This is an optimization exercise on Yosys and OpenROAD, whose aim is small area, not a production implementation. Only simulation tests tie the RTL to the original design; equivalence was not proved. Power and IR drop assume default switching activity.

**design/flow/constraint.sdc**
```tcl
create_clock -name core_clock -period 120.0 [get_ports {clk}]
set_input_delay 24.0000 -clock core_clock [delete_from_list [all_inputs] [get_ports {clk}]]
set_output_delay 24.0000 -clock core_clock [all_outputs]
set_load 0.01 [all_outputs]
```
**design/flow/design.v**
```verilog
module rcpwm_ctrl (
    input  wire        clk,
    input  wire        rst,            
    input  wire        tick,           
    input  wire        pin,            
    input  wire [1:0]  mode_in,        
    input  wire [11:0] bit_cycles,     
    input  wire        map_cont,       
    input  wire        oor_default,    
    input  wire [7:0]  default_duty,
    input  wire [7:0]  oor_char,       
    input  wire [15:0] supply_mv,
    input  wire [15:0] b0_center,      
    input  wire [15:0] b0_ltol,
    input  wire [15:0] b0_utol,
    input  wire        b0_is_mv,
    input  wire [15:0] b0_value,       
    input  wire [7:0]  b0_code,
    input  wire [15:0] b1_center,
    input  wire [15:0] b1_ltol,
    input  wire [15:0] b1_utol,
    input  wire        b1_is_mv,
    input  wire [15:0] b1_value,
    input  wire [7:0]  b1_code,
    input  wire [15:0] b2_center,
    input  wire [15:0] b2_ltol,
    input  wire [15:0] b2_utol,
    input  wire        b2_is_mv,
    input  wire [15:0] b2_value,
    input  wire [7:0]  b2_code,
    input  wire [15:0] in_min,         
    input  wire [15:0] in_max,         
    output reg  [7:0]  duty,
    output reg         txd
);
    localparam [1:0] P_COMP = 2'd0, P_WAIT = 2'd1, P_SEND = 2'd2;
    localparam [2:0] K_MODE = 3'd0, K_TAB1 = 3'd1, K_MINUS = 3'd2, K_XDIG = 3'd3,
                     K_TAB2 = 3'd4, K_FIELD = 3'd5, K_CR = 3'd6, K_LF = 3'd7;
    reg [15:0] cnt;        
    reg        pin_q;
    reg [1:0]  mode_r;
    reg [15:0] T;          
    reg [18:0] R;          
    reg [7:0]  Q;          
    reg        busy;       
    reg [1:0]  ph;
    reg [11:0] bcnt;       
    reg [3:0]  bidx;       
    reg [2:0]  kind;       
    reg [2:0]  k;          
    reg        run;        
    reg        skip;       
    reg        hneg;       
    reg        lt_min, gt_max;
    reg [1:0]  sel;        
    wire [6:0] S   = bcnt[6:0];
    wire [1:0] bnd = S[4:3];
    wire [2:0] op  = S[2:0];
    wire       comp = busy & (ph == P_COMP);
    wire [18:0] x_s   = {{3{T[15]}}, T};
    wire [18:0] min_s = {{3{in_min[15]}}, in_min};
    wire [18:0] max_s = {{3{in_max[15]}}, in_max};
    reg [15:0] v_sel;
    reg        mv_sel;
    reg [7:0]  code_sel;
    always @(*) begin
        case (sel)
            2'd0: begin v_sel = b0_value; mv_sel = b0_is_mv; code_sel = b0_code; end
            2'd1: begin v_sel = b1_value; mv_sel = b1_is_mv; code_sel = b1_code; end
            2'd2: begin v_sel = b2_value; mv_sel = b2_is_mv; code_sel = b2_code; end
            default: begin v_sel = b2_value; mv_sel = b2_is_mv; code_sel = oor_char; end
        endcase
    end
    reg [15:0] c_b, l_b, u_b;
    always @(*) begin
        case (bnd)
            2'd0: begin c_b = b0_center; l_b = b0_ltol; u_b = b0_utol; end
            2'd1: begin c_b = b1_center; l_b = b1_ltol; u_b = b1_utol; end
            default: begin c_b = b2_center; l_b = b2_ltol; u_b = b2_utol; end
        endcase
    end
    reg [16:0] pow10;
    always @(*) begin
        case (k)
            3'd0: pow10 = 17'd1;
            3'd1: pow10 = 17'd10;
            3'd2: pow10 = 17'd100;
            3'd3: pow10 = 17'd1000;
            default: pow10 = 17'd10000;
        endcase
    end
    wire [18:0] P_op = map_cont ? max_s : {3'd0, supply_mv};
    wire [18:0] M_op = map_cont ? min_s : 19'd0;
    wire [18:0] X_op = map_cont ? (lt_min ? min_s : (gt_max ? max_s : x_s))
                                : {3'd0, v_sel};
    localparam [3:0] B_ZERO = 4'd0, B_CNT = 4'd1, B_X = 4'd2, B_C = 4'd3,
                     B_U = 4'd4, B_L = 4'd5, B_MIN = 4'd6, B_MAX = 4'd7,
                     B_P = 4'd8, B_M = 4'd9, B_XO = 4'd10, B_POW = 4'd11,
                     B_DUTY = 4'd12, B_V = 4'd13, B_DEF = 4'd14;
    reg [3:0] bsrc;
    reg [1:0] asel;        
    reg       inv;         
    reg       r_we;        
    reg       r_cond;      
    wire divs_first = (S[3:1] == 3'd0);
    wire div_s0 = divs_first | Q[0];    
    wire div_s1 = divs_first | Q[1];
    always @(*) begin
        bsrc = B_ZERO; asel = 2'd1; inv = 1'b0; r_we = 1'b0; r_cond = 1'b0;
        if (comp) begin
            case (S[6:4])
                3'd0: if (S[3:0] == 4'd0) begin
                          asel = 2'd1; bsrc = B_X; inv = 1'b1;     
                      end
                3'd2, 3'd3: begin                                 
                    r_we = 1'b1;
                    case (op)
                        3'd0: begin asel = 2'd0; bsrc = B_X; end
                        3'd1: begin bsrc = (bnd == 2'd3) ? B_MIN : B_C; inv = 1'b1; end
                        3'd2: begin bsrc = (bnd == 2'd3) ? B_ZERO : B_U; inv = 1'b1; end
                        3'd3: begin asel = 2'd0; bsrc = (bnd == 2'd3) ? B_MAX : B_C; end
                        3'd4: begin bsrc = (bnd == 2'd3) ? B_ZERO : B_L; inv = 1'b1; end
                        3'd5: begin bsrc = B_X; inv = 1'b1; end
                        default: r_we = 1'b0;
                    endcase
                end
                3'd4: begin                                       
                    r_we = 1'b1;
                    if (S[3]) begin
                        asel = 2'd3;
                    end else begin
                        case (op)
                            3'd0: begin asel = 2'd0; bsrc = B_P; end
                            3'd1: begin bsrc = B_M; inv = 1'b1; end
                            3'd2: begin asel = 2'd3; end
                            3'd3: begin bsrc = B_XO; inv = 1'b1; end
                            3'd4: begin bsrc = B_M; end
                            default: r_we = 1'b0;
                        endcase
                    end
                end
                3'd5: begin
                    case (S[3:0])
                        4'd0: begin r_we = 1'b1; bsrc = B_XO; end
                        4'd1: begin r_we = 1'b1; bsrc = B_M; inv = 1'b1; end
                        default: ;
                    endcase
                end
                3'd6: begin                                       
                    r_we = 1'b1;
                    if (!S[0]) begin
                        asel = 2'd2; bsrc = B_P; inv = div_s0;
                    end else begin
                        bsrc = B_M; inv = ~div_s1;
                    end
                end
                default: begin                                    
                    if (S[0] == 1'b0) begin
                        bsrc = (sel == 2'd3) ? B_DEF : B_V;
                    end else begin
                        r_we = 1'b1; asel = 2'd0; bsrc = B_X; inv = T[15];
                    end
                end
            endcase
        end else if (run) begin                                   
            bsrc = B_POW; inv = 1'b1; r_we = 1'b1; r_cond = 1'b1;
        end else begin                                            
            asel = 2'd0; bsrc = B_DUTY;
        end
    end
    reg [18:0] B;
    always @(*) begin
        case (bsrc)
            B_CNT:  B = {3'd0, cnt};
            B_X:    B = x_s;
            B_C:    B = {{3{c_b[15]}}, c_b};
            B_U:    B = {3'd0, u_b};
            B_L:    B = {3'd0, l_b};
            B_MIN:  B = min_s;
            B_MAX:  B = max_s;
            B_P:    B = P_op;
            B_M:    B = M_op;
            B_XO:   B = X_op;
            B_POW:  B = {2'd0, pow10};
            B_DUTY: B = {11'd0, duty};
            B_V:    B = {3'd0, v_sel};
            B_DEF:  B = {11'd0, default_duty};
            default: B = 19'd0;
        endcase
    end
    reg [18:0] A;
    always @(*) begin
        case (asel)
            2'd0: A = 19'd0;
            2'd1: A = R;
            2'd2: A = {R[17:0], Q[7]};
            default: A = {R[18], R[18:1]};
        endcase
    end
    wire [18:0] sum = A + (B ^ {19{inv}}) + {18'd0, inv};
    wire        neg = sum[18];
    wire [7:0] digit_ch = {4'h3, Q[3:0]};
    reg  [7:0] cur_byte;
    always @(*) begin
        case (kind)
            K_MODE:  cur_byte = {6'b001100, mode_r};
            K_TAB1:  cur_byte = 8'h09;
            K_MINUS: cur_byte = 8'h2D;
            K_XDIG:  cur_byte = digit_ch;
            K_TAB2:  cur_byte = 8'h09;
            K_FIELD: cur_byte = map_cont ? digit_ch : code_sel;
            K_CR:    cur_byte = 8'h0D;
            default: cur_byte = 8'h0A;
        endcase
    end
    reg [2:0] next_kind;
    always @(*) begin
        case (kind)
            K_MODE:  next_kind = K_TAB1;
            K_TAB1:  next_kind = T[15] ? K_MINUS : K_XDIG;
            K_MINUS: next_kind = K_XDIG;
            K_XDIG:  next_kind = (k == 3'd7) ? K_TAB2 : K_XDIG;
            K_TAB2:  next_kind = K_FIELD;
            K_FIELD: next_kind = (map_cont && k != 3'd7) ? K_FIELD : K_CR;
            default: next_kind = K_LF;       
        endcase
    end
    wire [11:0] bcnt_inc = bcnt + 12'd1;
    wire        bit_end  = (bcnt_inc == bit_cycles);
    wire        digits   = (kind == K_XDIG) || (kind == K_FIELD && map_cont);
    always @(posedge clk) begin
        pin_q <= pin;
        bcnt  <= bcnt_inc;
        if (r_we && !(r_cond && neg))
            R <= sum;
        if (run && !comp) begin
            if (!neg) begin
                Q[3:0] <= Q[3:0] + 4'd1;
            end else if (skip && Q[3:0] == 4'd0 && k != 3'd0) begin
                k <= k - 3'd1;
            end else begin
                run <= 1'b0;
            end
        end
        if (rst) begin
            busy   <= 1'b0;
            mode_r <= mode_in;
            cnt    <= 16'd0;
            T      <= 16'd0;
            duty   <= 8'd0;
            txd    <= 1'b1;
        end else begin
            cnt <= cnt + {15'd0, tick};
            if (!busy) begin
                if (pin != pin_q) begin
                    if (!pin) begin
                        T <= cnt;                             
                    end else begin
                        R    <= {3'd0, cnt};                  
                        busy <= 1'b1;
                        ph   <= P_COMP;
                        bcnt <= 12'd0;
                        sel  <= 2'd3;
                    end
                end
            end else if (ph == P_COMP) begin
                case (S[6:4])
                    3'd0: if (S[3:0] == 4'd0) T <= sum[15:0];
                    3'd2, 3'd3: begin
                        if (op == 3'd2) hneg <= neg;
                        if (op == 3'd5) begin
                            if (bnd == 2'd3) begin
                                lt_min <= hneg;
                                gt_max <= neg;
                            end else if (hneg && neg && sel == 2'd3) begin
                                sel <= bnd;
                            end
                        end
                    end
                    3'd4: if (S[3]) Q <= {R[0], Q[7:1]};
                    3'd6: begin
                        if (!S[0]) Q <= {Q[6:0], 1'b0};
                        else       Q[0] <= ~neg;
                    end
                    3'd7: begin
                        if (!S[0]) begin
                            if (map_cont || (sel != 2'd3 && mv_sel))
                                duty <= Q;
                            else if (sel != 2'd3 || oor_default)
                                duty <= B[7:0];
                        end else begin
                            Q[3:0] <= 4'd0;
                            k      <= 3'd4;
                            run    <= 1'b1;
                            skip   <= 1'b1;
                            ph     <= P_WAIT;
                        end
                    end
                    default: ;
                endcase
            end else if (ph == P_WAIT) begin
                if (!run) begin
                    ph   <= P_SEND;
                    kind <= K_MODE;
                    bidx <= 4'd0;
                    bcnt <= 12'd0;
                    txd  <= 1'b0;                             
                end
            end else begin
                if (bit_end) begin
                    bcnt <= 12'd0;
                    if (bidx == 4'd9) begin
                        if (kind == K_LF) begin
                            busy <= 1'b0;
                            T    <= 16'd0;
                        end else begin
                            kind <= next_kind;
                            bidx <= 4'd0;
                            txd  <= 1'b0;                     
                            if (next_kind == K_TAB2) begin
                                R      <= sum;                
                                Q[3:0] <= 4'd0;
                                k      <= 3'd2;
                                run    <= 1'b1;
                                skip   <= 1'b1;
                            end
                        end
                    end else begin
                        bidx <= bidx + 4'd1;
                        txd  <= (bidx == 4'd8) ? 1'b1 : cur_byte[bidx[2:0]];
                        if (bidx == 4'd3 && digits) begin
                            k <= k - 3'd1;
                            if (k != 3'd0) begin
                                Q[3:0] <= 4'd0;
                                run    <= 1'b1;
                                skip   <= 1'b0;
                            end
                        end
                    end
                end
            end
        end
    end
endmodule
```
**design/flow/run.sh**
```bash
#!/bin/bash
# synth_recipe.tcl (not shown) runs the flow's synth.tcl, then flattens the netlist and writes it again
# the make line also repeats each setting of config.mk as NAME=value (left out here)
make -C /OpenROAD-flow-scripts/flow DESIGN_CONFIG=/design/flow/config.mk WORK_HOME=/design/flow/orfs CLKGATE_MAP_FILE= SYNTH_SCRIPT=/design/flow/synth_recipe.tcl finish
```
**design/flow/config.mk**
```make
export PLATFORM = sky130hd
export DESIGN_NAME = rcpwm_ctrl
export DESIGN_NICKNAME = rcpwm_ctrl
export VERILOG_FILES = /design/flow/design.v
export SDC_FILE = /design/flow/constraint.sdc
export NUM_CORES = 4
export LEC_CHECK = 0
export CAP_MARGIN = 20
export CORE_MARGIN = 2
export CORE_UTILIZATION = 40
export SLEW_MARGIN = 20
```
==> results of run 1 <==
metrics by stage:
step | total power (W) | hold slack, ns | util [%]
5_1_grt | 0.000212 | 0.489 | 54.8
4_1_cts | 0.000197 | 0.475 | 54.7
3_3_place_gp | 0.000165 | 0.454 | 53.6
2_1_floorplan | 0.000126 | 0.427 | -
6_report | 0.000200 | 0.471 | 54.8
3_5_place_dp | 0.000166 | 0.463 | 53.6
cells by family after synthesis:
| kind of cell | count (synthesis) |
|---|---|
| and+or+nand+nor | 520 |
| DFF | 103 |
| buffers and inverters | 140 |
| adders and majority gates | 37 |
| muxes | 128 |
| AOI/OAI and AO/OA | 460 |
| xor gates and xnor gates | 76 |
final cells by class:
cell class	instances	area, um2
clock inverters	5	46.3
well taps	335	419
fillers	2575	11800
repair buffers	339	3310
flip-flops and latches	103	2280
multi-input cells	1221	7920
inverters	30	113
clock buffers	11	254
diodes	8	20.0
layer usage:
layer / track usage [%] / part of all wire, % / vias up
met1: 44.3 / 42 / 5943
met2: 55.9 / 47 / 666
li1: - / - / 5918
met5: 0 / 0 / -
met3: 5.03 / 8.4 / 72
met4: 11.3 / 2.6 / 0
tightest hold or removal path, stage by stage (launching register included):
cell and delay [ns]:
dfxtp_1 0.33, nand2_1 0.06, a21oi_1 0.05
how the worst min path moves through the flow:
| stage | from | endpoint | slack (ns) | cells after the start |
|---|---|---|---|---|
| after floorplan | hneg | lt_min | 0.43 | 0 |
| after global placement | duty[4] | duty[4] | 0.45 | 2 |
| after detailed placement | duty[3] | duty[3] | 0.46 | 2 |
| after CTS | duty[3] | duty[3] | 0.47 | 2 |
| after global routing | duty[3] | duty[3] | 0.49 | 2 |
| final | duty[3] | duty[3] | 0.47 | 2 |
report_power, final:
part | switching [W] | internal (W)
logic | 0.0000712 | 0.0000486
registers | 0.00000848 | 0.0000405
clock network | 0.0000156 | 0.0000159
total | 0.0000952 | 0.000105
cells in the mapped netlist (36+ instances only):
| library cell | n | area, um2 |
|---|---|---|
| xor2_1 | 36 | 315 |
| a21oi_1 | 133 | 666 |
| nor2_1 | 194 | 728 |
| nand2_1 | 129 | 484 |
| xnor2_1 | 39 | 342 |
| o22ai_1 | 39 | 244 |
| ha_1 | 36 | 450 |
| clkbuf_1 | 84 | 315 |
| mux2i_1 | 116 | 1160 |
| dfxtp_1 | 82 | 1640 |
| nand3_1 | 45 | 225 |
| o21ai_0 | 90 | 450 |
cell usage in the layout, fill, tap and decap left out, types with 14 or more instances in the layout:
cell type and count:
mux2i_1 116, ha_1 36, a21o_1 14, nor2_1 194, nor2b_1 18, xnor2_1 39
dfxtp_1 80, nand3_1 45, o22ai_1 39, clkdlybuf4s50_1 309, a22oi_1 28, inv_1 30
nor3_1 30, buf_4 28, nand2b_1 15, o21ai_0 90, a21oi_1 132, a211oi_1 21
a31oi_1 14, edfxtp_1 21, nand4_1 16, nand2_1 129, xor2_1 36
sequential cells by signal (all words and copies together) (netlist names), 3 cells and up:
name  count
Q         8
T        16
kind      3
k         3
bcnt     12
bidx      4
cnt      16
R        19
duty      8
==> impl_metrics.py, run 1 <==
metrics = {
    "outcome": {
        "outcome": "complete, no violations",
    },
    "timing": {
        "hold_viol_final": 0,
        "tns_ns": 0,
        "clock_skew_ns": 0.0167,
        "min_period_over_period_pct": 24.8,
        "fmax_ghz": 0.0335,
        "slew_headroom_pct": 26.2,
        "rsz0062_at_grt": "no",
        "tightest_slew_ns": 1.11,
        "finalWorstSetupSlack_ns": 90.19,
        "drv_slew": 0,
        "setup_viol": 0,
        "fin_crit_ns": 29.81,
    },
    "placement": {
        "port_buffers": 311,
        "place_inst": 2028,
        "dpl_cell_area_mm2": 0.0140,
        "place_congestion": 0.969,
        "hpwl_um": 38900,
        "place_ws_ns": 90.04,
    },
    "layout": {
        "drive_above_1_share_pct": 4.86,
        "synthToLayoutAreaGrowth_pct": 33.8,
        "final_nets": 2044,
        "design_area_mm2": 0.0144,
        "final_cells": 2052,
    },
    "worst_setup_path": {
        "worst-path-buf-inv": 3,
        "path_delay_family": "compound AO/OA/AOI/OAI gates",
        "r2r_start": "bcnt[2]",
        "end_kind": "flip-flop",
        "cp.arrival_ns": 30.04,
        "cp_common_cell": "buf_4",
        "critical_path.startpoint": "map_cont",
        "cp.depth": 21,
        "reg2regPathDepth": 23,
        "cp-endpoint": "R[12]",
        "cp_slowest_cell": "o22ai_2",
        "r2r_slack_ns": 111.48,
        "worstPathMaxFanout": 42,
        "reg2reg_to": "R[12]",
        "worstPathCellList": "buf_2 > buf_4 > nand4_2 > o22ai_2 > a22oi_1 > nand3_1 > xor2_1 > ha_1 > nor2b_1 > o21ai_0 > a21boi_0 > nor2_1 > o311ai_0 > buf_4 > a311oi_1 > xnor3_1 > and2_1 > nor2_2 > nand2_1 > o22ai_1 > a21oi_1",
        "start_kind": "input port",
        "crit_type": "input port to flip-flop",
        "required_ns": 120.22,
        "slowest_delay_ns": 0.72,
    },
    "die": {
        "fp-row-count": 59,
        "num_io_pins": 312,
        "die-area_mm2": 0.0282,
        "die_w_um": 168,
        "die_h_um": 168,
        "coreArea_mm2": 0.0262,
        "initial_core_util_pct": 41.0,
    },
    "clock_tree": {
        "clock_path_buffers": 2,
        "clkTransAtPathRegs_ns": 0.08,
        "root_buffer": "clkbuf_16",
        "clock-sinks": 103,
        "cts_setup_buffers": 0,
        "cts_max_level": 3,
        "tritoncts": "done",
        "cts_buffers": 9,
        "cts_hold_buf": 0,
        "cts_resized": 0,
        "insertion_delay_ns": 0.37,
    },
    "power_and_ir_drop": {
        "p_leak_nw": 5.44,
        "power.density_mw_per_mm2": 13.9,
        "peakVddDrop_mv": 0.0151,
    },
    "synth": {
        "ys.flop_type": "dfxtp_1",
        "synth-simple-area-share_pct": 22.6,
        "ys_seq_area_share_pct": 21.2,
        "synth_compound_area_share_pct": 27.7,
        "synth-seq-cells": 103,
        "async_reset_ff_share_pct": 0,
        "synth_xor_area_share_pct": 6.32,
        "netlist_area_mm2": 0.0107,
        "syn_inst": 1464,
        "synthMuxAreaShare_pct": 12.7,
        "synth_fp_nets": 1804,
        "yosysWarnings": 1,
        "synth_enable_flop_cells": 21,
        "synth_cell_types": 86,
        "synth_top_family_by_area": "compound AO/OA/AOI/OAI gates",
        "synth_area_per_cell_um2": 7.34,
        "synth_fa_ha_area_share_pct": 4.38,
    },
    "drt": {
        "route.vias.total": 12600,
        "drt_wl_total_um": 49100,
        "detail_route.wl_per_cell_um": 23.9,
        "drc_errors": 0,
        "avgViaCountPerCell": 6.14,
        "drtIter0Drc": 1396,
        "firstDrtPassIters": 6,
        "drtAntennaViolNets": 0,
    },
    "global_route": {
        "grt_pass1_vias": 11600,
        "grt_util_all_layers_pct": 33.5,
        "grt_antenna_before_repair": 7,
        "grt_pass1_wl_um": 72400,
        "overflow": 0,
        "grt_max_degree": 93,
    },
    "flow_run": {
        "cap_violations": 0,
    },
    "hold_path": {
        "hp-class": "flip-flop to flip-flop",
    },
}
==> inputs of run 2 (changes only) <==
--- a/design/flow/design.v
+++ b/design/flow/design.v
@@ -40,7 +40,7 @@
     reg        pin_q;
     reg [1:0]  mode_r;
     reg [15:0] T;          
-    reg [18:0] R;          
+    reg [17:0] R;          
     reg [7:0]  Q;          
     reg        busy;       
     reg [1:0]  ph;
@@ -53,13 +53,35 @@
     reg        hneg;       
     reg        lt_min, gt_max;
     reg [1:0]  sel;        
+    function automatic [17:0] radd18(input [17:0] a, input [17:0] b, input ci);
+        integer i;
+        reg c;
+        begin
+            c = ci;
+            for (i = 0; i < 18; i = i + 1) begin
+                radd18[i] = a[i] ^ b[i] ^ c;
+                c = (a[i] & b[i]) | (c & (a[i] ^ b[i]));
+            end
+        end
+    endfunction
+    function automatic [15:0] rinc16(input [15:0] a, input ci);
+        integer i;
+        reg c;
+        begin
+            c = ci;
+            for (i = 0; i < 16; i = i + 1) begin
+                rinc16[i] = a[i] ^ c;
+                c = c & a[i];
+            end
+        end
+    endfunction
     wire [6:0] S   = bcnt[6:0];
     wire [1:0] bnd = S[4:3];
     wire [2:0] op  = S[2:0];
     wire       comp = busy & (ph == P_COMP);
-    wire [18:0] x_s   = {{3{T[15]}}, T};
-    wire [18:0] min_s = {{3{in_min[15]}}, in_min};
-    wire [18:0] max_s = {{3{in_max[15]}}, in_max};
+    wire [17:0] x_s   = {{2{T[15]}}, T};
+    wire [17:0] min_s = {{2{in_min[15]}}, in_min};
+    wire [17:0] max_s = {{2{in_max[15]}}, in_max};
     reg [15:0] v_sel;
     reg        mv_sel;
     reg [7:0]  code_sel;
@@ -89,10 +111,10 @@
             default: pow10 = 17'd10000;
         endcase
     end
-    wire [18:0] P_op = map_cont ? max_s : {3'd0, supply_mv};
-    wire [18:0] M_op = map_cont ? min_s : 19'd0;
-    wire [18:0] X_op = map_cont ? (lt_min ? min_s : (gt_max ? max_s : x_s))
-                                : {3'd0, v_sel};
+    wire [17:0] P_op = map_cont ? max_s : {2'd0, supply_mv};
+    wire [17:0] M_op = map_cont ? min_s : 18'd0;
+    wire [17:0] X_op = map_cont ? (lt_min ? min_s : (gt_max ? max_s : x_s))
+                                : {2'd0, v_sel};
     localparam [3:0] B_ZERO = 4'd0, B_CNT = 4'd1, B_X = 4'd2, B_C = 4'd3,
                      B_U = 4'd4, B_L = 4'd5, B_MIN = 4'd6, B_MAX = 4'd7,
                      B_P = 4'd8, B_M = 4'd9, B_XO = 4'd10, B_POW = 4'd11,
@@ -168,37 +190,61 @@
             asel = 2'd0; bsrc = B_DUTY;
         end
     end
-    reg [18:0] B;
-    always @(*) begin
-        case (bsrc)
-            B_CNT:  B = {3'd0, cnt};
-            B_X:    B = x_s;
-            B_C:    B = {{3{c_b[15]}}, c_b};
-            B_U:    B = {3'd0, u_b};
-            B_L:    B = {3'd0, l_b};
-            B_MIN:  B = min_s;
-            B_MAX:  B = max_s;
-            B_P:    B = P_op;
-            B_M:    B = M_op;
-            B_XO:   B = X_op;
-            B_POW:  B = {2'd0, pow10};
-            B_DUTY: B = {11'd0, duty};
-            B_V:    B = {3'd0, v_sel};
-            B_DEF:  B = {11'd0, default_duty};
-            default: B = 19'd0;
-        endcase
-    end
-    reg [18:0] A;
+    wire mc = map_cont;
+    wire sel_ne3 = (sel != 2'd3);
+    wire s_cnt  = (bsrc == B_CNT);
+    wire s_T    = (bsrc == B_X) | (bsrc == B_XO & mc & ~lt_min & ~gt_max);
+    wire s_min  = (bsrc == B_MIN) | (bsrc == B_M & mc) | (bsrc == B_XO & mc & lt_min);
+    wire s_max  = (bsrc == B_MAX) | (bsrc == B_P & mc) | (bsrc == B_XO & mc & gt_max);
+    wire s_sup  = (bsrc == B_P & ~mc);
+    wire s_vs   = (bsrc == B_V) | (bsrc == B_XO & ~mc);
+    wire s_v0   = s_vs & (sel == 2'd0);
+    wire s_v1   = s_vs & (sel == 2'd1);
+    wire s_v2   = s_vs & sel[1];
+    wire s_c0   = (bsrc == B_C) & (bnd == 2'd0);
+    wire s_c1   = (bsrc == B_C) & (bnd == 2'd1);
+    wire s_c2   = (bsrc == B_C) & (bnd == 2'd2);
+    wire s_u0   = (bsrc == B_U) & (bnd == 2'd0);
+    wire s_u1   = (bsrc == B_U) & (bnd == 2'd1);
+    wire s_u2   = (bsrc == B_U) & (bnd == 2'd2);
+    wire s_l0   = (bsrc == B_L) & (bnd == 2'd0);
+    wire s_l1   = (bsrc == B_L) & (bnd == 2'd1);
+    wire s_l2   = (bsrc == B_L) & (bnd == 2'd2);
+    wire s_pow  = (bsrc == B_POW);
+    wire s_duty = (bsrc == B_DUTY);
+    wire s_def  = (bsrc == B_DEF);
+    wire [17:0] B =
+          ({18{s_cnt}} & {2'd0, cnt})
+        | ({18{s_T}}   & x_s)
+        | ({18{s_min}} & min_s)
+        | ({18{s_max}} & max_s)
+        | ({18{s_sup}} & {2'd0, supply_mv})
+        | ({18{s_v0}}  & {2'd0, b0_value})
+        | ({18{s_v1}}  & {2'd0, b1_value})
+        | ({18{s_v2}}  & {2'd0, b2_value})
+        | ({18{s_c0}}  & {{2{b0_center[15]}}, b0_center})
+        | ({18{s_c1}}  & {{2{b1_center[15]}}, b1_center})
+        | ({18{s_c2}}  & {{2{b2_center[15]}}, b2_center})
+        | ({18{s_u0}}  & {2'd0, b0_utol})
+        | ({18{s_u1}}  & {2'd0, b1_utol})
+        | ({18{s_u2}}  & {2'd0, b2_utol})
+        | ({18{s_l0}}  & {2'd0, b0_ltol})
+        | ({18{s_l1}}  & {2'd0, b1_ltol})
+        | ({18{s_l2}}  & {2'd0, b2_ltol})
+        | ({18{s_pow}} & {1'b0, pow10})
+        | ({18{s_duty}} & {10'd0, duty})
+        | ({18{s_def}} & {10'd0, default_duty});
+    reg [17:0] A;
     always @(*) begin
         case (asel)
-            2'd0: A = 19'd0;
+            2'd0: A = 18'd0;
             2'd1: A = R;
-            2'd2: A = {R[17:0], Q[7]};
-            default: A = {R[18], R[18:1]};
+            2'd2: A = {R[16:0], Q[7]};
+            default: A = {R[17], R[17:1]};
         endcase
     end
-    wire [18:0] sum = A + (B ^ {19{inv}}) + {18'd0, inv};
-    wire        neg = sum[18];
+    wire [17:0] sum = radd18(A, B ^ {18{inv}}, inv);
+    wire        neg = sum[17];
     wire [7:0] digit_ch = {4'h3, Q[3:0]};
     reg  [7:0] cur_byte;
     always @(*) begin
@@ -225,7 +271,8 @@
             default: next_kind = K_LF;       
         endcase
     end
-    wire [11:0] bcnt_inc = bcnt + 12'd1;
+    wire [15:0] bcnt_inc16 = rinc16({4'd0, bcnt}, 1'b1);
+    wire [11:0] bcnt_inc = bcnt_inc16[11:0];
     wire        bit_end  = (bcnt_inc == bit_cycles);
     wire        digits   = (kind == K_XDIG) || (kind == K_FIELD && map_cont);
     always @(posedge clk) begin
@@ -250,13 +297,13 @@
             duty   <= 8'd0;
             txd    <= 1'b1;
         end else begin
-            cnt <= cnt + {15'd0, tick};
+            cnt <= rinc16(cnt, tick);
             if (!busy) begin
                 if (pin != pin_q) begin
                     if (!pin) begin
                         T <= cnt;                             
                     end else begin
-                        R    <= {3'd0, cnt};                  
+                        R    <= {2'd0, cnt};                  
                         busy <= 1'b1;
                         ph   <= P_COMP;
                         bcnt <= 12'd0;
==> design/flow/flow/run.sh (new file) <==
#!/bin/bash
set -euo pipefail
bash standard.sh 'BUFFER_PORTS_ARGS=-buffer_cell sky130_fd_sc_hd__buf_1' finish > standard_flow.log 2>&1
==> design/flow/standard.sh (new file) <==
#!/bin/bash
# synth_recipe.tcl (not shown) runs the flow's synth.tcl, then flattens the netlist and writes it again
# the make line also repeats each setting of config.mk as NAME=value (left out here)
make -C /OpenROAD-flow-scripts/flow DESIGN_CONFIG=/design/flow/config.mk WORK_HOME=/design/flow/orfs CLKGATE_MAP_FILE= SYNTH_SCRIPT=/design/flow/synth_recipe.tcl "${@:-finish}"
--- a/design/flow/config.mk
+++ b/design/flow/config.mk
@@ -5,6 +5,7 @@
 export SDC_FILE = /design/flow/constraint.sdc
 export NUM_CORES = 4
 export LEC_CHECK = 0
+export ABC_AREA = 1
 export CAP_MARGIN = 20
 export CORE_MARGIN = 2
 export CORE_UTILIZATION = 40
removed: design/flow/run.sh
==> impl_metrics.py, run 2 <==
metrics = {
    "flow_run": {
        "cap_violations": 0,
    },
    "synth": {
        "syn_inst": 1453,
        "yosys-top-cells-count": "nand2_1 (442), inv_1 (169), nor2_1 (132)",
        "synth_cell_types": 53,
        "synth_most_common_cell": "nand2_1",
        "synth.largest_area_cell": "nand2_1",
        "synth_enable_flop_cells": 21,
        "synth_area_per_cell_um2": 6.44,
        "ys_seq_area_share_pct": 24.1,
        "yosysWarnings": 1,
        "async_reset_ff_share_pct": 0,
        "synth_fp_nets": 1812,
        "netlist_area_mm2": 0.00936,
        "synth-seq-cells": 102,
        "synth_top_area_share_pct": 17.7,
        "ys.flop_type": "dfxtp_1",
        "netlist_top_cells_area": "nand2_1 (18%), dfxtp_1 (17%), inv_1 (6.8%)",
    },
    "die": {
        "die_w_um": 157,
        "initial_core_util_pct": 41.1,
        "fp-row-count": 55,
        "coreArea_mm2": 0.0228,
        "die_h_um": 157,
        "num_io_pins": 312,
        "die-area_mm2": 0.0246,
    },
    "drt": {
        "detail_route.wl_per_cell_um": 21.7,
        "firstDrtPassIters": 6,
        "drtAntennaViolNets": 0,
        "drtIter0Drc": 1189,
        "route.vias.total": 11500,
        "avgViaCountPerCell": 5.59,
        "drt_wl_total_um": 44600,
        "drc_errors": 0,
    },
    "hold_path": {
        "min-delay-start": "txd",
        "hold_end": "txd",
        "hp-class": "flip-flop to flip-flop",
        "hold_depth": 2,
    },
    "clock_tree": {
        "cts_buffers": 9,
        "cts_setup_buffers": 0,
        "insertion_delay_ns": 0.36,
        "root_buffer": "clkbuf_16",
        "cts_hold_buf": 0,
        "clock-sinks": 102,
        "cts_resized": 0,
        "clkTransAtPathRegs_ns": 0.07,
        "tritoncts": "done",
        "cts_max_level": 3,
        "clock_path_buffers": 2,
    },
    "timing": {
        "fin_crit_ns": 34.34,
        "rsz0062_at_grt": "no",
        "clock_skew_ns": 0.00875,
        "setup_viol": 0,
        "tightest_slew_ns": 1.07,
        "fmax_ghz": 0.0291,
        "slew_headroom_pct": 28.4,
        "drv_slew": 0,
        "tns_ns": 0,
        "whs_ns": 0.491,
        "min_period_over_period_pct": 28.6,
        "hold_viol_final": 0,
    },
    "layout": {
        "largest_register_ffs": 18,
        "most-common-layout-cells": "nand2_1 (442), buf_1 (311), inv_1 (169), nor2_1 (132), nand3_1 (102)",
        "drive_above_1_share_pct": 4.38,
        "layout_commonest_cell": "nand2_1",
        "largest_register": "R",
        "top_regs": "R: 18 flops, T: 16 flops, cnt: 16 flops",
        "synthToLayoutAreaGrowth_pct": 18.3,
        "final_nets": 2088,
    },
    "global_route": {
        "grt_antenna_before_repair": 8,
        "overflow": 0,
        "grt_util_all_layers_pct": 34.7,
        "grt_pass1_wl_um": 63200,
        "grt_pass1_vias": 10500,
        "grt_max_degree": 36,
    },
    "placement": {
        "place_congestion": 0.996,
        "hpwl_um": 36900,
        "port_buffers": 311,
    },
    "worst_setup_path": {
        "worstPathMaxFanout": 16,
        "reg2regPathDepth": 38,
        "required_ns": 120.25,
        "r2r_start": "busy",
        "reg2reg_to": "k[2]",
        "cp_slowest_cell": "fa_1",
        "cp_common_cell": "fa_1",
        "slowest_delay_ns": 0.48,
        "end_kind": "flip-flop",
        "r2r_slack_ns": 106.95,
        "cp.arrival_ns": 34.60,
        "crit_type": "input port to flip-flop",
        "start_kind": "input port",
        "critical_path.startpoint": "map_cont",
    },
    "power_and_ir_drop": {
        "p_leak_nw": 4.97,
        "power.density_mw_per_mm2": 16.5,
        "peakVddDrop_mv": 0.0108,
    },
    "outcome": {
        "outcome": "complete, no violations",
    },
}
-- run 2: cell count changes after synthesis, moves of 19 or more --
cell      previous run  this run
mux2i_1            116         0
nand2_1            129       442
a21oi_1            133        53
nand4_1             16        39
clkbuf_1            84        37
o21ai_0             90        62
nor2_1             194       132
inv_1               30       169
a22oi_1             28         2
nand3_1             45       102
a22o_1               3        27
o22ai_1             39        20
xnor2_1             39         8
-- run 2: power by group --
group / total, W / internal [W] / switching [W] / leakage, nW
combinational: 0.000103 / 0.0000343 / 0.0000691 / 3.96
sequential: 0.0000488 / 0.0000412 / 0.00000763 / 0.857
clock: 0.0000310 / 0.0000165 / 0.0000145 / 0.149
-- run 2: per-stage QoR --
step           total power, W  cell area, um2  setup slack (ns)  util, %  std cells
3_5_place_dp         0.000148           10700             85.32     47.2       2031
5_1_grt              0.000194           11100             84.98     48.6       2052
6_report             0.000183           11100             85.66     48.6       2057
4_1_cts              0.000180           11000             85.70     48.5       2047
2_1_floorplan        0.000114            9360             86.24        -       1453
3_3_place_gp         0.000148           10700             85.64     47.1       2031
-- run 2: worst max path at each step --
stage,slack [ns],cells past startpoint,to
6_report,85.66,37,k[2]
4_1_cts,85.70,37,k[2]
3_5_place_dp,85.32,37,k[2]
5_1_grt,84.98,39,k[2]
2_1_floorplan,86.24,38,k[2]
3_3_place_gp,85.64,36,k[2]
-- run 2: cell type report --
| type | instances | area, um2 |
|---|---|---|
| fillers | 2585 | 11700 |
| flip-flops and latches | 102 | 2250 |
| multi-input cells | 1124 | 6230 |
| inverters | 177 | 667 |
| diodes | 10 | 25.0 |
| well taps | 313 | 392 |
| repair buffers | 315 | 1200 |
| clock inverters | 7 | 81.3 |
| clock buffers | 9 | 225 |
-- run 2: logic make-up after synthesis --
| kind of cell | after synthesis | synth area share [%] |
|---|---|---|
| buffers and inverters | 227 | 9.57 |
| adders and majority gates | 56 | 8.77 |
| AOI/OAI and AO/OA | 253 | 17.9 |
| and+or+nand+nor | 785 | 36.9 |
| xor gates and xnor gates | 30 | 2.81 |
| DFF | 102 | 24.1 |
-- run 2: critical path: cells and delay by family --
kind | cells | cell delay (ns)
AOI/OAI and AO/OA | 1 | 0.13
xor gates and xnor gates | 2 | 0.44
adders and majority gates | 16 | 7.36
buffers and inverters | 5 | 0.93
and+or+nand+nor | 13 | 1.72
-- run 2: metal layers --
metal	part of all wire (%)	GRT usage [%]
met5	0.081	0
met4	4.7	18.0
met3	9.9	7.35
met2	44	53.8
met1	41	45.5
==> inputs of run 3 (changes only) <==
==> design/flow/flow/run.sh (replaced) <==
#!/bin/bash
# The standard layout (standard.sh), with these changes:
#  - synthesis: the standard flow's own synthesis script, but abc maps the logic with an
#    area-oriented script (flow/area.abc) instead of ORFS's abc_area.script;
#    registers, flattening and renaming are unchanged;
#  - the port buffers are sky130_fd_sc_hd__buf_1 cells;
#  - clock tree: clkbuf_8 buffers, clusters of at most 10 sinks, no dummy loads.
set -euo pipefail
W=$PWD
{
  cat <<EOF
proc abc {args} {
  set i [lsearch -exact \$args -script]
  if {\$i >= 0} { set args [lreplace \$args [expr {\$i+1}] [expr {\$i+1}] $W/flow/area.abc] }
  yosys abc {*}\$args
}
EOF
  cat synth_recipe.tcl
} > my_synth.tcl
bash standard.sh SYNTH_SCRIPT=$W/my_synth.tcl \
  'BUFFER_PORTS_ARGS=-buffer_cell sky130_fd_sc_hd__buf_1' \
  'CTS_ARGS=-sink_clustering_enable -repair_clock_nets -dont_use_dummy_load -buf_list sky130_fd_sc_hd__clkbuf_8 -sink_clustering_size 10' \
  finish > standard_flow.log 2>&1
==> design/flow/flow/area.abc (new file) <==
strash
&get -n
&deepsyn -T 60
&put
dch
amap
topo
buffer -N 12
dnsize -c
--- a/design/flow/config.mk
+++ b/design/flow/config.mk
@@ -5,7 +5,6 @@
 export SDC_FILE = /design/flow/constraint.sdc
 export NUM_CORES = 4
 export LEC_CHECK = 0
-export ABC_AREA = 1
 export CAP_MARGIN = 20
 export CORE_MARGIN = 2
 export CORE_UTILIZATION = 40
==> impl_metrics.py, run 3 <==
metrics = {
    "clock_tree": {
        "cts_hold_buf": 0,
        "cts_buffers": 9,
        "cts_resized": 0,
        "clock-sinks": 102,
        "clock_path_buffers": 2,
        "cts_max_level": 3,
        "root_buffer": "clkbuf_8",
        "cts_setup_buffers": 0,
        "clkTransAtPathRegs_ns": 0.10,
        "tritoncts": "done",
        "insertion_delay_ns": 0.41,
    },
    "timing": {
        "finalWorstSetupSlack_ns": 84.51,
        "rsz0062_at_grt": "no",
        "setup_viol": 0,
        "drv_slew": 0,
        "hold_viol_final": 0,
        "tns_ns": 0,
        "slew_headroom_pct": 20.5,
        "clock_skew_ns": 0.0404,
        "fin_crit_ns": 35.49,
        "tightest_slew_ns": 1.16,
        "fmax_ghz": 0.0282,
        "min_period_over_period_pct": 29.6,
    },
    "synth": {
        "async_reset_ff_share_pct": 0,
        "ys.flop_type": "dfxtp_1",
        "yosysWarnings": 1,
        "synth_fp_nets": 1380,
        "synth_area_per_cell_um2": 7.66,
        "synth.largest_area_cell": "dfxtp_1",
        "syn_inst": 1021,
        "synth_cell_types": 59,
        "synth_enable_flop_cells": 21,
        "synth-seq-cells": 102,
        "netlist_top_cells_area": "dfxtp_1 (21%), edfxtp_1 (8.1%), inv_1 (6.5%)",
        "synth_top_area_share_pct": 20.7,
        "netlist_area_mm2": 0.00782,
        "ys_seq_area_share_pct": 28.8,
        "yosys-top-cells-count": "inv_1 (135), nor2_1 (128), nand2_1 (111)",
        "synth_most_common_cell": "inv_1",
    },
    "die": {
        "die_h_um": 144,
        "coreArea_mm2": 0.0193,
        "die_w_um": 144,
        "initial_core_util_pct": 40.4,
        "fp-row-count": 51,
        "num_io_pins": 312,
        "die-area_mm2": 0.0207,
    },
    "worst_setup_path": {
        "r2r_slack_ns": 105.71,
        "end_kind": "flip-flop",
        "cp_common_cell": "fa_1",
        "crit_type": "input port to flip-flop",
        "cp.arrival_ns": 35.82,
        "cp_slowest_cell": "nor2_1",
        "required_ns": 120.33,
        "slowest_delay_ns": 0.82,
        "start_kind": "input port",
        "worstPathMaxFanout": 19,
    },
    "placement": {
        "hpwl_um": 32700,
        "port_buffers": 311,
        "place_congestion": 1.03,
        "place_ws_ns": 84.12,
    },
    "global_route": {
        "use_met2_pct": 52.5,
        "grt_pass1_vias": 8868,
        "gr-usage-met1_pct": 52.5,
        "grtUsageMet3_pct": 9.06,
        "grt_max_degree": 32,
        "grt_pass1_wl_um": 56200,
        "grt_antenna_before_repair": 2,
        "busiest_layer": "met1",
        "overflow": 0,
        "grt_util_all_layers_pct": 37.4,
    },
    "drt": {
        "detail_route.wl_per_cell_um": 24.7,
        "drc_errors": 0,
        "avgViaCountPerCell": 6.06,
        "drtIter0Drc": 1201,
        "firstDrtPassIters": 7,
        "drtAntennaViolNets": 0,
        "route.vias.total": 9740,
        "drt_wl_total_um": 39700,
    },
    "power_and_ir_drop": {
        "clkPwrFrac_pct": 19.2,
        "power.density_mw_per_mm2": 9.95,
        "power_switching_w": 0.0000379,
        "intPower_w": 0.0000574,
        "combPwrFrac_pct": 37.8,
        "p_seq_share_pct": 43.0,
        "p_leak_nw": 3.66,
        "peakVddDrop_mv": 0.00859,
        "switching_share_pct": 39.8,
    },
    "layout": {
        "layout_commonest_cell": "buf_1",
        "largest_register_ffs": 18,
        "most-common-layout-cells": "buf_1 (311), inv_1 (135), nor2_1 (128), nand2_1 (111), dfxtp_1 (81)",
        "synthToLayoutAreaGrowth_pct": 22.5,
        "largest_register": "R",
        "drive_above_1_share_pct": 4.12,
        "final_nets": 1697,
        "nFillCells": 2034,
        "top_regs": "R: 18 flops, T: 16 flops, cnt: 16 flops",
    },
    "outcome": {
        "outcome": "complete, no violations",
    },
    "flow_run": {
        "cap_violations": 0,
    },
    "hold_path": {
        "hp-class": "flip-flop to flip-flop",
    },
}
==> run 3: cells by family (layout without fill, tap and decap cells) <==
logic type | after synthesis | count (layout) | synth area share, %
other | 0 | 5 | 0
adder cells (fa/ha/maj) | 56 | 56 | 10.5
AND/OR/NAND/NOR | 359 | 359 | 20.7
flip-flops | 102 | 102 | 28.8
AO/OA/AOI/OAI | 335 | 335 | 31.8
buffers and inverters | 169 | 484 | 8.16
==> run 3: through the flow <==
stage | std cells | power [W] | hold WS (ns) | utilization (%) | cell area [um2]
finish | 1606 | 0.0000953 | 0.473 | 49.6 | 9580
global route | 1602 | 0.000100 | 0.493 | 49.5 | 9570
detailed placement | 1592 | 0.0000762 | 0.449 | 48.9 | 9450
floorplan | 1021 | 0.0000614 | 0.426 | - | 7820
global placement | 1592 | 0.0000766 | 0.435 | 48.9 | 9450
CTS | 1601 | 0.0000941 | 0.466 | 49.5 | 9570
==> run 3: critical path: cells and delay by family <==
kind                       cells  cell delay (ns)
AOI/OAI and AO/OA              8             2.38
adders and majority gates     15             6.88
buffers and inverters          4             1.00
and+or+nand+nor                7             1.53
==> run 3: final timing paths <==
| kind | start | end | cells after the start |
|---|---|---|---|
| max | map_cont | R[16] | 34 |
| min | run | run | 1 |
| max reg2reg | bcnt[0] | R[16] | 44 |
| min reg2reg | run | run | 1 |
==> run 3: power groups by stage <==
stage	Sequential, W	Clock [W]	Combinational (W)
global route	0.0000415	0.0000195	0.0000393
finish	0.0000410	0.0000183	0.0000360
CTS	0.0000409	0.0000184	0.0000347
detailed placement	0.0000417	0	0.0000345
global placement	0.0000417	0	0.0000348
floorplan	0.0000409	0	0.0000205
==> run 3: layout make-up <==
cell class,instances,area [um2],share of cell area (%)
Timing Repair Buffer,338,1370,14.3
Multi-Input combinational cell,750,4980,51.9
Inverter,137,514,5.37
Tap cell,265,332,3.46
Clock buffer,9,124,1.29
Sequential cell,102,2250,23.5
Antenna cell,5,12.5,0.131
==> run 3: layer usage <==
layer  share of wire [%]  wire length, um
met1                  42            16600
met2                  42            16500
met3                  12             4590
met4                 5.1             2010
met5                   0                0
==> inputs of run 4 (changes only) <==
==> design/flow/flow/area.abc (replaced) <==
strash
&get -n
&deepsyn -T 60
&put
dch
amap
==> impl_metrics.py, run 4 <==
metrics = {
    "synth": {
        "yosysWarnings": 1,
        "ys_seq_area_share_pct": 29.3,
        "synth_top_area_share_pct": 21.1,
        "synth.largest_area_cell": "dfxtp_1",
        "synth_area_per_cell_um2": 7.78,
        "ys.flop_type": "dfxtp_1",
        "yosys-top-cells-count": "clkinv_1 (137), nor2_1 (128), nand2_1 (111)",
        "synth_fp_nets": 1348,
        "async_reset_ff_share_pct": 0,
        "synth_enable_flop_cells": 21,
        "syn_inst": 989,
        "netlist_top_cells_area": "dfxtp_1 (21%), edfxtp_1 (8.2%), clkinv_1 (6.7%)",
        "synth-seq-cells": 102,
        "synth_most_common_cell": "clkinv_1",
        "netlist_area_mm2": 0.00769,
        "synth_cell_types": 54,
    },
    "worst_setup_path": {
        "reg2regPathDepth": 42,
        "crit_type": "input port to flip-flop",
        "critical_path.startpoint": "map_cont",
        "r2r_slack_ns": 105.72,
        "cp-endpoint": "R[11]",
        "cp_slowest_cell": "nor2_1",
        "required_ns": 120.30,
        "worstPathMaxFanout": 19,
        "reg2reg_to": "R[11]",
        "cp_common_cell": "fa_1",
        "slowest_delay_ns": 0.80,
        "end_kind": "flip-flop",
        "cp.arrival_ns": 35.94,
        "start_kind": "input port",
        "r2r_start": "bcnt[4]",
    },
    "die": {
        "fp-row-count": 50,
        "die-area_mm2": 0.0204,
        "die_w_um": 143,
        "coreArea_mm2": 0.0188,
        "die_h_um": 143,
        "initial_core_util_pct": 41.0,
        "num_io_pins": 312,
    },
    "placement": {
        "port_buffers": 311,
        "hpwl_um": 31000,
        "place_congestion": 1.01,
        "place_ws_ns": 83.90,
    },
    "global_route": {
        "grt_util_all_layers_pct": 34.8,
        "grt_antenna_before_repair": 2,
        "grt_pass1_vias": 8739,
        "grt_max_degree": 32,
        "overflow": 0,
        "grt_pass1_wl_um": 52600,
    },
    "clock_tree": {
        "clkTransAtPathRegs_ns": 0.09,
        "root_buffer": "clkbuf_8",
        "cts_setup_buffers": 0,
        "cts_hold_buf": 0,
        "cts_resized": 0,
        "cts_max_level": 3,
        "clock_path_buffers": 2,
        "tritoncts": "done",
        "cts_buffers": 9,
        "insertion_delay_ns": 0.39,
        "clock-sinks": 102,
    },
    "power_and_ir_drop": {
        "p_leak_nw": 3.40,
        "power.density_mw_per_mm2": 9.92,
        "fin_total_pwr_w": 0.0000945,
        "peakVddDrop_mv": 0.00801,
    },
    "timing": {
        "rsz0062_at_grt": "no",
        "min_period_over_period_pct": 29.7,
        "tns_ns": 0,
        "setup_viol": 0,
        "clock_skew_ns": 0.0369,
        "drv_slew": 0,
        "tightest_slew_ns": 1.14,
        "fmax_ghz": 0.0281,
        "hold_viol_final": 0,
        "whs_ns": 0.465,
        "slew_headroom_pct": 23.3,
        "fin_crit_ns": 35.64,
        "finalWorstSetupSlack_ns": 84.36,
    },
    "drt": {
        "drtAntennaViolNets": 0,
        "drt_wl_total_um": 37000,
        "avgViaCountPerCell": 6.10,
        "firstDrtPassIters": 6,
        "detail_route.wl_per_cell_um": 23.6,
        "drc_errors": 0,
        "drtIter0Drc": 1188,
        "route.vias.total": 9590,
    },
    "layout": {
        "most-common-layout-cells": "buf_1 (311), clkinv_1 (137), nor2_1 (128), nand2_1 (111), dfxtp_1 (81)",
        "largest_register": "R",
        "final_nets": 1697,
        "synthToLayoutAreaGrowth_pct": 23.9,
        "layout_commonest_cell": "buf_1",
        "drive_above_1_share_pct": 3.37,
        "largest_register_ffs": 18,
        "top_regs": "R: 18 flops, T: 16 flops, cnt: 16 flops",
    },
    "flow_run": {
        "cap_violations": 0,
    },
    "hold_path": {
        "hp-class": "flip-flop to flip-flop",
    },
    "outcome": {
        "outcome": "complete, no violations",
    },
}
==> run 4: through the flow <==
stage | instance area (um2) | util (%) | cells
after CTS | 9530 | 50.8 | 1570
after floorplan | 7690 | - | 989
after detailed placement | 9400 | 50.1 | 1561
after global placement | 9400 | 50.1 | 1561
final | 9530 | 50.8 | 1571
after global routing | 9530 | 50.8 | 1570
==> run 4: cell families (layout without fill, tap and decap cells) <==
| group | count (synthesis) | count (layout) | synth area share [%] |
|---|---|---|---|
| AND/OR/NAND/NOR | 359 | 359 | 21.0 |
| flip-flops | 102 | 102 | 29.3 |
| other | 0 | 1 | 0 |
| buffers and inverters | 137 | 484 | 6.69 |
| AO/OA/AOI/OAI | 335 | 335 | 32.3 |
| adder cells (fa/ha/maj) | 56 | 56 | 10.7 |
==> run 4: worst min path at each step <==
stage          slack (ns)  startpoint  cells past startpoint     end
2_1_floorplan        0.43        hneg                      0  lt_min
3_3_place_gp         0.44        hneg                      0  lt_min
3_5_place_dp         0.45         run                      1     run
4_1_cts              0.47        hneg                      0  lt_min
5_1_grt              0.48        hneg                      0  lt_min
6_report             0.46         run                      1     run
==> run 4: area by class of cell <==
cell class | count | area (um2)
Timing Repair Buffer | 338 | 1370
Inverter | 137 | 514
Tap cell | 234 | 293
Sequential cell | 102 | 2250
Multi-Input combinational cell | 750 | 4970
Antenna cell | 1 | 2.50
Fill cell | 1981 | 9240
Clock buffer | 9 | 124
==> run 4: worst max-delay path, delay by kind of cell <==
kind / cells / cell delay (ns)
adders and majority gates: 15 / 6.95
and+or+nand+nor: 7 / 1.48
buffers and inverters: 4 / 1.09
AOI/OAI and AO/OA: 8 / 2.40
==> run 4: report_power, final <==
part | internal (W) | leakage (nW) | switching [W]
Clock | 0.00000678 | 0.0647 | 0.0000115
Sequential | 0.0000383 | 0.854 | 0.00000293
Combinational | 0.0000123 | 2.48 | 0.0000228
Total | 0.0000573 | 3.40 | 0.0000372
==> run 4: per-layer routing <==
layer | part of all wire (%) | track usage, % | routed length (um) | up-vias
met2 | 41 | 49.5 | 15400 | 569
met1 | 44 | 48.9 | 16100 | 4464
met4 | 4.5 | 16.8 | 1680 | 6
met5 | 0.23 | 2.26 | 87 | -
met3 | 10 | 8.82 | 3780 | 97
li1 | - | - | - | 4454
==> inputs of run 5 (changes only) <==
==> design/flow/flow/run.sh (replaced) <==
#!/bin/bash
# The standard layout (standard.sh), with two changes:
#  - synthesis: the standard flow's own synthesis script, but abc maps the logic with an
#    area-oriented script (flow/area.abc) instead of ORFS's abc_area.script;
#    registers, flattening and renaming are unchanged;
#  - the port buffers are sky130_fd_sc_hd__buf_1 cells.
set -euo pipefail
W=$PWD
{
  cat <<EOF
proc abc {args} {
  set i [lsearch -exact \$args -script]
  if {\$i >= 0} { set args [lreplace \$args [expr {\$i+1}] [expr {\$i+1}] $W/flow/area.abc] }
  yosys abc {*}\$args
}
EOF
  cat synth_recipe.tcl
} > my_synth.tcl
bash standard.sh SYNTH_SCRIPT=$W/my_synth.tcl \
  'BUFFER_PORTS_ARGS=-buffer_cell sky130_fd_sc_hd__buf_1' finish > standard_flow.log 2>&1
==> impl_metrics.py, run 5 <==
metrics = {
    "hold_path": {
        "hp-class": "flip-flop to flip-flop",
        "hold_end": "lt_min",
        "hold_depth": 0,
        "min-delay-start": "hneg",
    },
    "die": {
        "initial_core_util_pct": 40.7,
        "die_h_um": 142,
        "num_io_pins": 312,
        "die-area_mm2": 0.0201,
        "fp-row-count": 50,
        "coreArea_mm2": 0.0187,
        "die_w_um": 142,
    },
    "drt": {
        "drtAntennaViolNets": 0,
        "route.vias.total": 9699,
        "firstDrtPassIters": 9,
        "drtIter0Drc": 1295,
        "drc_errors": 0,
        "drt_wl_total_um": 37800,
        "detail_route.wl_per_cell_um": 24.4,
        "avgViaCountPerCell": 6.27,
    },
    "worst_setup_path": {
        "end_kind": "flip-flop",
        "cp.arrival_ns": 36.48,
        "cp_common_cell": "fa_1",
        "start_kind": "input port",
        "reg2regPathDepth": 42,
        "worstPathMaxFanout": 15,
        "required_ns": 120.23,
        "crit_type": "input port to flip-flop",
        "r2r_slack_ns": 103.79,
        "slowest_delay_ns": 0.58,
        "cp_slowest_cell": "clkinv_1",
        "reg2reg_to": "R[3]",
        "r2r_start": "bcnt[4]",
    },
    "global_route": {
        "grt_util_all_layers_pct": 36.1,
        "grt_pass1_wl_um": 54000,
        "grt_antenna_before_repair": 2,
        "grt_pass1_vias": 8698,
        "grt_max_degree": 32,
        "overflow": 0,
    },
    "clock_tree": {
        "cts_resized": 0,
        "clock_path_buffers": 2,
        "clock-sinks": 102,
        "cts_hold_buf": 0,
        "cts_buffers": 9,
        "tritoncts": "done",
        "root_buffer": "clkbuf_16",
        "cts_setup_buffers": 0,
        "insertion_delay_ns": 0.37,
        "cts_max_level": 3,
        "clkTransAtPathRegs_ns": 0.08,
    },
    "timing": {
        "hold_viol_final": 0,
        "tns_ns": 0,
        "fmax_ghz": 0.0276,
        "tightest_slew_ns": 1.04,
        "finalWorstSetupSlack_ns": 83.75,
        "min_period_over_period_pct": 30.2,
        "setup_viol": 0,
        "rsz0062_at_grt": "no",
        "fin_crit_ns": 36.25,
        "drv_slew": 0,
        "clock_skew_ns": 0.0141,
        "slew_headroom_pct": 30.4,
    },
    "placement": {
        "place_inst": 1528,
        "place_congestion": 1.02,
        "place_ws_ns": 83.43,
        "hpwl_um": 30900,
        "port_buffers": 311,
    },
    "synth": {
        "netlist_top_cells_area": "dfxtp_1 (21%), a222oi_1 (8.4%), edfxtp_1 (8.3%)",
        "yosys-top-cells-count": "clkinv_1 (135), nor2_1 (109), nand2_1 (84)",
        "synth_top_area_share_pct": 21.3,
        "synth_fp_nets": 1315,
        "synth.largest_area_cell": "dfxtp_1",
        "synth_cell_types": 46,
        "ys_seq_area_share_pct": 29.6,
        "synth_enable_flop_cells": 21,
        "yosysWarnings": 1,
        "syn_inst": 956,
        "async_reset_ff_share_pct": 0,
        "ys.flop_type": "dfxtp_1",
        "netlist_area_mm2": 0.00761,
        "synth-seq-cells": 102,
        "synth_area_per_cell_um2": 7.96,
        "synth_most_common_cell": "clkinv_1",
    },
    "layout": {
        "final_nets": 1664,
        "final_cells": 1548,
        "most-common-layout-cells": "buf_1 (311), clkinv_1 (135), nor2_1 (108), nand2_1 (84), dfxtp_1 (81)",
        "largest_register_ffs": 18,
        "synthToLayoutAreaGrowth_pct": 27.1,
        "fin_util_pct": 51.7,
        "drive_above_1_share_pct": 4.35,
        "largest_register": "R",
        "top_regs": "R: 18 flops, T: 16 flops, cnt: 16 flops",
        "nFillCells": 1950,
        "layout_commonest_cell": "buf_1",
    },
    "flow_run": {
        "cap_violations": 0,
    },
    "outcome": {
        "outcome": "complete, no violations",
    },
    "power_and_ir_drop": {
        "peakVddDrop_mv": 0.00847,
        "p_leak_nw": 3.43,
        "fin_total_pwr_w": 0.000111,
        "power.density_mw_per_mm2": 11.5,
    },
}
-- run 5: cell count changes after synthesis, moves of 13 or more --
cell	previous run	this run
a222oi_1	25	64
o21ai_0	57	35
a21oi_1	45	58
a221oi_1	41	10
nand2_1	111	84
nor2_1	128	109
-- run 5: final cells by class --
cell class / count / area (um2) / share of cell area [%]
Multi-Input combinational cell: 719 / 4930 / 51.0
Sequential cell: 102 / 2250 / 23.3
Timing Repair Buffer: 338 / 1370 / 14.2
Inverter: 135 / 507 / 5.24
Tap cell: 234 / 293 / 3.03
Clock buffer: 9 / 225 / 2.33
Clock inverter: 7 / 88.8 / 0.918
Antenna cell: 4 / 10.0 / 0.103
-- run 5: metrics by stage --
step | instance area (um2) | hold slack (ns)
finish | 9680 | 0.469
floorplan | 7610 | 0.426
global placement | 9350 | 0.433
CTS | 9670 | 0.460
detailed placement | 9350 | 0.443
global route | 9670 | 0.475
-- run 5: critical path: cells and delay by family --
family	cells	cell delay (ns)
adders and majority gates	16	7.36
AOI/OAI and AO/OA	10	2.40
buffers and inverters	5	1.59
and+or+nand+nor	5	0.93
xor gates and xnor gates	1	0.19
-- run 5: kinds of logic (layout without fill, tap and decap cells) --
logic type	Yosys count	count (layout)	synth area share, %
other cells	0	4	0
simple gates	336	336	20.8
buf+inv	135	489	6.66
flops	102	102	29.6
fa+ha+maj	56	56	10.8
compound gates	326	326	32.1
xor+xnor	1	1	0.115
-- run 5: metal layers --
layer	global-route usage (%)	routed length, um
met3	9.05	4250
met5	0	0
met2	52.0	15700
met1	50.7	16000
met4	16.8	1780
-- run 5: power breakdown --
group / leakage (nW) / internal (W) / switching [W]
Clock: 0.153 / 0.0000152 / 0.0000157
Sequential: 0.854 / 0.0000384 / 0.00000341
Combinational: 2.43 / 0.0000131 / 0.0000255
Total: 3.43 / 0.0000667 / 0.0000446
-- run 5: worst max-delay path by stage --
| stage | startpoint | endpoint | cells after the start |
|---|---|---|---|
| 3_5_place_dp | map_cont | R[3] | 37 |
| 4_1_cts | map_cont | R[3] | 37 |
| 3_3_place_gp | map_cont | R[1] | 37 |
| 6_report | map_cont | R[3] | 37 |
| 2_1_floorplan | map_cont | R[10] | 35 |
| 5_1_grt | map_cont | R[6] | 37 |
==> inputs of run 6 (changes only) <==
--- a/design/flow/design.v
+++ b/design/flow/design.v
@@ -33,7 +33,7 @@
     output reg  [7:0]  duty,
     output reg         txd
 );
-    localparam [1:0] P_COMP = 2'd0, P_WAIT = 2'd1, P_SEND = 2'd2;
+    localparam [1:0] P_IDLE = 2'd0, P_COMP = 2'd1, P_WAIT = 2'd2, P_SEND = 2'd3;
     localparam [2:0] K_MODE = 3'd0, K_TAB1 = 3'd1, K_MINUS = 3'd2, K_XDIG = 3'd3,
                      K_TAB2 = 3'd4, K_FIELD = 3'd5, K_CR = 3'd6, K_LF = 3'd7;
     reg [15:0] cnt;        
@@ -42,10 +42,8 @@
     reg [15:0] T;          
     reg [17:0] R;          
     reg [7:0]  Q;          
-    reg        busy;       
-    reg [1:0]  ph;
+    reg [1:0]  ph;         
     reg [11:0] bcnt;       
-    reg [3:0]  bidx;       
     reg [2:0]  kind;       
     reg [2:0]  k;          
     reg        run;        
@@ -75,10 +73,11 @@
             end
         end
     endfunction
+    wire [3:0] bidx = Q[7:4];
     wire [6:0] S   = bcnt[6:0];
     wire [1:0] bnd = S[4:3];
     wire [2:0] op  = S[2:0];
-    wire       comp = busy & (ph == P_COMP);
+    wire       comp = (ph == P_COMP);
     wire [17:0] x_s   = {{2{T[15]}}, T};
     wire [17:0] min_s = {{2{in_min[15]}}, in_min};
     wire [17:0] max_s = {{2{in_max[15]}}, in_max};
@@ -290,7 +289,7 @@
             end
         end
         if (rst) begin
-            busy   <= 1'b0;
+            ph     <= P_IDLE;
             mode_r <= mode_in;
             cnt    <= 16'd0;
             T      <= 16'd0;
@@ -298,13 +297,12 @@
             txd    <= 1'b1;
         end else begin
             cnt <= rinc16(cnt, tick);
-            if (!busy) begin
+            if (ph == P_IDLE) begin
                 if (pin != pin_q) begin
                     if (!pin) begin
                         T <= cnt;                             
                     end else begin
                         R    <= {2'd0, cnt};                  
-                        busy <= 1'b1;
                         ph   <= P_COMP;
                         bcnt <= 12'd0;
                         sel  <= 2'd3;
@@ -349,7 +347,7 @@
                 if (!run) begin
                     ph   <= P_SEND;
                     kind <= K_MODE;
-                    bidx <= 4'd0;
+                    Q[7:4] <= 4'd0;
                     bcnt <= 12'd0;
                     txd  <= 1'b0;                             
                 end
@@ -358,11 +356,11 @@
                     bcnt <= 12'd0;
                     if (bidx == 4'd9) begin
                         if (kind == K_LF) begin
-                            busy <= 1'b0;
+                            ph   <= P_IDLE;
                             T    <= 16'd0;
                         end else begin
                             kind <= next_kind;
-                            bidx <= 4'd0;
+                            Q[7:4] <= 4'd0;
                             txd  <= 1'b0;                     
                             if (next_kind == K_TAB2) begin
                                 R      <= sum;                
@@ -373,7 +371,7 @@
                             end
                         end
                     end else begin
-                        bidx <= bidx + 4'd1;
+                        Q[7:4] <= bidx + 4'd1;
                         txd  <= (bidx == 4'd8) ? 1'b1 : cur_byte[bidx[2:0]];
                         if (bidx == 4'd3 && digits) begin
                             k <= k - 3'd1;
==> design/flow/flow/run.sh (replaced) <==
#!/bin/bash
# The standard layout (standard.sh), with these changes:
#  - synthesis: the standard flow's own synthesis script, but abc maps the logic with an
#    area-oriented script (flow/area.abc) instead of ORFS's abc_area.script;
#    registers, flattening and renaming are unchanged;
#  - the port buffers are sky130_fd_sc_hd__buf_1 cells;
#  - clock tree: clkbuf_8 buffers, clusters of at most 10 sinks, no dummy loads.
set -euo pipefail
W=$PWD
{
  cat <<EOF
proc abc {args} {
  set i [lsearch -exact \$args -script]
  if {\$i >= 0} { set args [lreplace \$args [expr {\$i+1}] [expr {\$i+1}] $W/flow/area.abc] }
  yosys abc {*}\$args
}
EOF
  cat synth_recipe.tcl
} > my_synth.tcl
bash standard.sh SYNTH_SCRIPT=$W/my_synth.tcl \
  'BUFFER_PORTS_ARGS=-buffer_cell sky130_fd_sc_hd__buf_1' \
  'CTS_ARGS=-sink_clustering_enable -repair_clock_nets -dont_use_dummy_load -buf_list sky130_fd_sc_hd__clkbuf_8 -sink_clustering_size 10' \
  finish > standard_flow.log 2>&1
--- a/design/flow/config.mk
+++ b/design/flow/config.mk
@@ -8,4 +8,5 @@
 export CAP_MARGIN = 20
 export CORE_MARGIN = 2
 export CORE_UTILIZATION = 40
+export GPL_TIMING_DRIVEN = 0
 export SLEW_MARGIN = 20
==> impl_metrics.py, run 6 <==
metrics = {
    "clock_tree": {
        "tritoncts": "done",
        "clock_path_buffers": 2,
        "clock-sinks": 97,
        "cts_max_level": 3,
        "cts_setup_buffers": 0,
        "root_buffer": "clkbuf_8",
        "cts_resized": 0,
    },
    "layout": {
        "nFillCells": 1897,
        "largest_register": "R",
        "largest_register_ffs": 18,
        "most-common-layout-cells": "buf_1 (310), clkinv_1 (127), nor2_1 (100), nand2_1 (100), a222oi_1 (84)",
        "fin_util_pct": 51.5,
        "top_regs": "R: 18 flops, T: 16 flops, cnt: 16 flops",
        "final_nets": 1637,
        "multi_input_area_mm2": 0.00491,
        "final_cells": 1508,
    },
    "worst_setup_path": {
        "required_ns": 120.19,
        "slowest_delay_ns": 0.77,
        "worst-path-buf-inv": 4,
        "worstPathMaxFanout": 16,
        "crit_type": "input port to flip-flop",
        "start_kind": "input port",
        "end_kind": "flip-flop",
        "cp.arrival_ns": 37.42,
        "cp_common_cell": "fa_1",
        "cp_slowest_cell": "a2111oi_1",
    },
    "die": {
        "num_io_pins": 312,
        "die_h_um": 140,
        "coreArea_mm2": 0.0180,
        "die_w_um": 140,
        "fp-row-count": 49,
        "initial_core_util_pct": 41.0,
    },
    "placement": {
        "place_inst": 1495,
        "port_buffers": 311,
        "dpl_cell_area_mm2": 0.00915,
    },
    "power_and_ir_drop": {
        "peakVddDrop_mv": 0.00863,
        "intPower_w": 0.0000794,
        "p_leak_nw": 3.28,
        "clkPwrFrac_pct": 11.2,
        "power_switching_w": 0.0000807,
        "p_seq_share_pct": 29.3,
        "power.density_mw_per_mm2": 17.2,
    },
    "hold_path": {
        "hp-class": "flip-flop to flip-flop",
    },
    "drt": {
        "drc_errors": 0,
        "drt_wl_total_um": 37400,
        "drtIter0Drc": 1602,
        "firstDrtPassIters": 14,
        "avgViaCountPerCell": 6.31,
        "route.vias.total": 9516,
    },
    "outcome": {
        "outcome": "complete, no violations",
    },
    "flow_run": {
        "cap_violations": 0,
    },
    "timing": {
        "slew_headroom_pct": 24.7,
        "fmax_ghz": 0.0269,
        "rsz0062_at_grt": "no",
        "tightest_slew_ns": 1.13,
        "hold_viol_final": 0,
        "setup_viol": 0,
        "fin_crit_ns": 37.23,
        "tns_ns": 0,
    },
    "global_route": {
        "grt_util_all_layers_pct": 36.3,
        "grt_antenna_before_repair": 1,
    },
    "synth": {
        "ys.flop_type": "dfxtp_1",
        "synth.largest_area_cell": "dfxtp_1",
        "synth_top_area_share_pct": 22.2,
        "synth_area_per_cell_um2": 7.91,
        "netlist_area_mm2": 0.00739,
        "synth_enable_flop_cells": 15,
        "syn_inst": 934,
        "ys_seq_area_share_pct": 28.3,
        "synth_most_common_cell": "clkinv_1",
        "async_reset_ff_share_pct": 0,
    },
}
==> run 6: cell types whose count changed in the layout (fill, tap and decap cells not counted), moves of 9 or more <==
cell and change:
a21oi_1 -18, a222oi_1 +20, buf_4 -17, clkbuf_16 -9, clkbuf_8 +9, nand2_1 +16, nor2_2 +11, o22ai_1 -17
or4_1 -17
==> run 6: per-stage QoR <==
step | total power [W] | setup slack, ns | hold slack (ns)
after floorplan | 0.000105 | 84.12 | 0.425
after global placement | 0.000137 | 80.11 | 0.438
after detailed placement | 0.000140 | 82.53 | 0.449
after CTS | 0.000158 | 82.87 | 0.470
after global routing | 0.000171 | 82.23 | 0.491
final | 0.000160 | 82.77 | 0.468
==> run 6: area by class of cell <==
type | instances | share of cell area [%]
multi-input cells | 710 | 52.9
inverters | 127 | 5.13
diodes | 3 | 0.0808
clock buffers | 9 | 1.33
well taps | 229 | 3.08
repair buffers | 333 | 15.0
flip-flops and latches | 97 | 22.5
==> run 6: routing by layer <==
metal / global-route usage [%] / vias up / share of wire [%] / wire length [um]
met5: 0 / - / 0 / 0
met4: 15.5 / 0 / 4.2 / 1580
met3: 7.38 / 74 / 11 / 4060
met2: 57.9 / 628 / 46 / 17100
met1: 48.0 / 4447 / 39 / 14600
li1: - / 4367 / - / -
==> run 6: power by group through the flow <==
stage | Sequential [W] | Clock, W | Combinational [W]
after global placement | 0.0000470 | 0 | 0.0000897
final | 0.0000469 | 0.0000179 | 0.0000953
after CTS | 0.0000466 | 0.0000181 | 0.0000931
after floorplan | 0.0000448 | 0 | 0.0000604
after global routing | 0.0000475 | 0.0000195 | 0.000104
after detailed placement | 0.0000473 | 0 | 0.0000924
==> run 6: cells by family after synthesis <==
group,Yosys count,share of synthesized area (%)
DFF,97,28.3
AOI/OAI and AO/OA,314,33.4
buffers and inverters,127,6.45
adders and majority gates,56,11.1
and+or+nand+nor,340,20.8
==> run 6: final timing paths <==
kind                            startpoint  endpoint  slack, ns  cells past startpoint
worst max register to register       ph[1]      R[0]     103.97                     42
worst min register to register        hneg    lt_min       0.47                      0
worst min-delay path                  hneg    lt_min       0.47                      0
worst max-delay path              map_cont      R[0]      82.77                     38

Setup slack of run 6, layout unchanged: 82.768 ns with ideal ports, 82.774 ns with driving cells assumed (clock clkbuf_16, inputs buf_2), 82.362 ns with port delays also shifted by the 0.412 ns mid clock arrival.
